Source: an optimization exercise on an open RTL-to-GDS flow (aim: small area, a short achievable clock period and few clock cycles). Production flows keep margins and buffers that such runs may drop.
Function was checked by simulation only, so behaviour that the tests miss may differ from the original.

== v6 ==
## cpuemu_core
module cpuemu_core (
    input             clk,
    input             rst,         
    input      [15:0] prog_len,    
    output     [15:0] imem_addr,   
    input      [63:0] imem_data,   
    input      [5:0]  dbg_addr,    
    output reg [15:0] dbg_data,    
    output            done,        
    output     [1:0]  state,       
    output     [2:0]  fcode        
);
    localparam ST_READY   = 2'd0;
    localparam ST_RUNNING = 2'd1;
    localparam ST_HALTED  = 2'd2;
    localparam ST_FAULTED = 2'd3;
    localparam F_DIVZERO  = 3'd1;
    localparam F_OVERFLOW = 3'd2;
    localparam F_UNDERFLOW= 3'd3;
    localparam F_BADADDR  = 3'd4;
    localparam F_BADSHIFT = 3'd5;
    localparam OP_NOP  = 5'd0,  OP_MOV  = 5'd1,  OP_PUSH = 5'd2,  OP_POP  = 5'd3;
    localparam OP_CALL = 5'd4,  OP_RET  = 5'd5,  OP_ADD  = 5'd6,  OP_SUB  = 5'd7;
    localparam OP_MUL  = 5'd8,  OP_DIV  = 5'd9,  OP_INC  = 5'd10, OP_DEC  = 5'd11;
    localparam OP_JMP  = 5'd12, OP_JZ   = 5'd13, OP_JNZ  = 5'd14, OP_JC   = 5'd15;
    localparam OP_JNC  = 5'd16, OP_JS   = 5'd17, OP_JNS  = 5'd18, OP_JG   = 5'd19;
    localparam OP_JGE  = 5'd20, OP_JL   = 5'd21, OP_JLE  = 5'd22, OP_CMP  = 5'd23;
    localparam OP_XOR  = 5'd24, OP_AND  = 5'd25, OP_OR   = 5'd26, OP_NOT  = 5'd27;
    localparam OP_SHL  = 5'd28, OP_SHR  = 5'd29, OP_ROL  = 5'd30, OP_ROR  = 5'd31;
    localparam PH_EXEC = 2'd0;
    localparam PH_MUL  = 2'd1;
    localparam PH_DIV  = 2'd2;
    reg [15:0] regs [0:7];
    reg [15:0] stk  [0:15];
    reg [4:0]  sp;                   
    reg [15:0] pc;
    reg        fz, fc, fs, fo;
    reg [1:0]  st;
    reg [2:0]  fc_code;
    reg [1:0]  ph;
    reg [15:0] xa;       
    reg [15:0] xb;       
  ...
Size in the first run: about 4200 cells after synthesis, roughly 470 flip-flops, ~130 I/O pins.
clock: 15.0 ns
lec_check: 0
abc_area: 1
cap_margin: 20
core_margin: 2
core_utilization: 55
cts_cluster_diameter: 110
cts_cluster_size: 22
slew_margin: 20
standard.sh (not shown) runs the stock make flow with config.mk's settings and CLKGATE_MAP_FILE= SYNTH_SCRIPT=/design/flow/synth_recipe.tcl, a recipe that flattens the netlist after the stock synthesis.
==> flow/flow/run.sh <==
#!/bin/bash
set -euo pipefail
export SETUP_SLACK_MARGIN=6.8
export BUFFER_PORTS_ARGS="-buffer_cell sky130_fd_sc_hd__buf_2"
bash standard.sh > standard.log 2>&1
Testbench counts of v6, summed over its fixed seeds: cycles 64,827.
diff inputs: v6 => v7
--- a/flow/design.v
+++ b/flow/design.v
@@ -51,31 +51,31 @@
     assign fcode     = fc_code;
     wire [4:0]  opc = imem_data[4:0];
     wire        s_f = imem_data[6];
     wire        ka  = imem_data[7];
     wire        kb  = imem_data[8];
     wire [7:0]  ra  = imem_data[23:16];
     wire [7:0]  rb  = imem_data[31:24];
     wire [15:0] ia  = imem_data[47:32];
     wire [15:0] ib  = imem_data[63:48];
     wire [2:0]  dst = ra[2:0];
-    integer k;
     wire [4:0]  spm1   = sp - 5'd1;
     wire [15:0] reg_a  = regs[ra[2:0]];
     wire [15:0] reg_b  = regs[rb[2:0]];
     wire [15:0] spx    = {11'd0, sp};
     wire [15:0] a_val  = ka ? ia : (ra[7] ? (ra[0] ? spx : pc) : reg_a);
     wire [15:0] b_val  = kb ? ib : (rb[7] ? (rb[0] ? spx : pc) : reg_b);
     wire [31:0] dbg_oh  = 32'd1 << dbg_addr[4:0];
     wire [15:0] top_oh  = 16'd1 << spm1[3:0];
     wire [15:0] stk_sel = st[1] ? dbg_oh[31:16] : top_oh;
     reg  [15:0] stk_top, reg_d;
+    integer k;
     always @(*) begin
         stk_top = 16'd0;
         for (k = 0; k < 16; k = k + 1)
             stk_top = stk_top | (stk[k] & {16{stk_sel[k]}});
         reg_d = 16'd0;
         for (k = 0; k < 8; k = k + 1)
             reg_d = reg_d | (regs[k] & {16{dbg_oh[k]}});
     end
     wire [15:0] fpc_v  = (st == ST_FAULTED) ? pc : 16'd0;
     wire [15:0] misc_d = (pc & {16{dbg_oh[8]}}) | (spx & {16{dbg_oh[9]}}) |
@@ -188,47 +188,35 @@
             OP_DIV:   ex_f = b_z ? F_DIVZERO : 3'd0;
             OP_JMP, OP_JZ, OP_JNZ, OP_JC, OP_JNC, OP_JS, OP_JNS,
             OP_JG, OP_JGE, OP_JL, OP_JLE:
                       ex_f = (jcond && !tgt_ok) ? F_BADADDR : 3'd0;
             OP_SHL, OP_SHR, OP_ROL, OP_ROR:
                       ex_f = !sh_ok ? F_BADSHIFT : 3'd0;
             default:  ex_f = 3'd0;
         endcase
     end
     wire ex_ok = (ex_f == 3'd0);
-    reg  [3:0]  lg_tt;
-    always @(*) begin
-        case (opc)
-            OP_MOV:  lg_tt = 4'b1010;
-            OP_XOR:  lg_tt = 4'b0110;
-            OP_AND:  lg_tt = 4'b1000;
-            OP_OR:   lg_tt = 4'b1110;
-            OP_NOT:  lg_tt = 4'b0011;
-            default: lg_tt = 4'b0000;
-        endcase
-    end
-    reg  [15:0] lg_r;
-    always @(*) begin
-        for (k = 0; k < 16; k = k + 1)
-            lg_r[k] = lg_tt[{a_val[k], b_val[k]}];
-    end
     reg        ex_we;
     reg [15:0] ex_wd;
     always @(*) begin
         ex_we = 1'b1;
-        ex_wd = lg_r;
+        ex_wd = 16'd0;
         case (opc)
+            OP_MOV:  ex_wd = b_val;
             OP_ADD, OP_SUB, OP_INC, OP_DEC: ex_wd = add_r;
             OP_POP:  begin ex_we = !sp_z; ex_wd = stk_top; end
-            OP_DIV:  ex_we = a_z && !b_z;
+            OP_DIV:  begin ex_we = a_z && !b_z; ex_wd = 16'd0; end
             OP_SHL, OP_SHR, OP_ROL, OP_ROR: begin ex_we = sh_ok; ex_wd = sh_r; end
-            OP_MOV, OP_XOR, OP_AND, OP_OR, OP_NOT: ;
+            OP_XOR:  ex_wd = a_val ^ b_val;
+            OP_AND:  ex_wd = a_val & b_val;
+            OP_OR:   ex_wd = a_val | b_val;
+            OP_NOT:  ex_wd = ~a_val;
             default: ex_we = 1'b0;
         endcase
     end
     wire md_done = run && ((ph == PH_MUL) || (ph == PH_DIV && d_last));
     wire        rf_wr = (exe && ex_we) || md_done;
     wire [15:0] rf_d  = (ph == PH_EXEC ? ex_wd : md_r) & {16{!rst}};
     integer i;
     always @(posedge clk) begin
         for (i = 0; i < 8; i = i + 1)
             if (rst || (rf_wr && dst == i))
## What came out
Multi-input combinational area share delta for v7 relative to v6: 0.63 points higher. Of v6 and v7, v6 shows the lower period utilization, with v7 above it. v7 against v6: worst slack after detailed placement rose 0.10 ns, post-detailed-placement cell area rose about 1.4%, wire length per cell after detailed routing fell 1.1%. v7 against v6: count of clock-buffer cells in the layout stayed essentially flat. On count of placed standard cells including taps: v7 sits above v6. The via count of v7 exceeds that of v6 by about 1.5%. v7: post-route non-filler standard cell count 60 above v6. Fmax delta (v6 -> v7): insignificant.
Testbench counts of v7, summed over its fixed seeds: cycles 64,827.

static timing again, ports no longer ideal:
The results above use ideal ports. As a check the final layouts listed here were re-extracted and re-timed, cells and wires unchanged.
Step 1 assumes that a clkbuf_16 drives the clock port and a buf_2 every other input.
Step 2 moves the port delays by t, midway between the first and last clock arrival at a register: inputs arrive t later, outputs are due t later. That takes back most of the time a late clock gives input paths.
Slacks: ideal ports / drivers / drivers and shift; pairs: ideal ports / drivers.
run | t, ns | setup WS [ns] | worst hold slack (ns) | worst setup path at the end | worst data-port slew with drivers (ns)
v6 | 0.678 | 6.776 / 6.736 / 6.246 | 0.530 / 0.530 / 0.530 | input to register | 0.19
v7 | 0.686 | 6.751 / 6.723 / 6.374 | 0.486 / 0.486 / 0.486 | input to register | 0.11
After both steps setup and hold are still met in every run listed. The setup slack of v6, which loses most, moves by -0.040 ns with the drivers and by -0.530 ns with both steps.
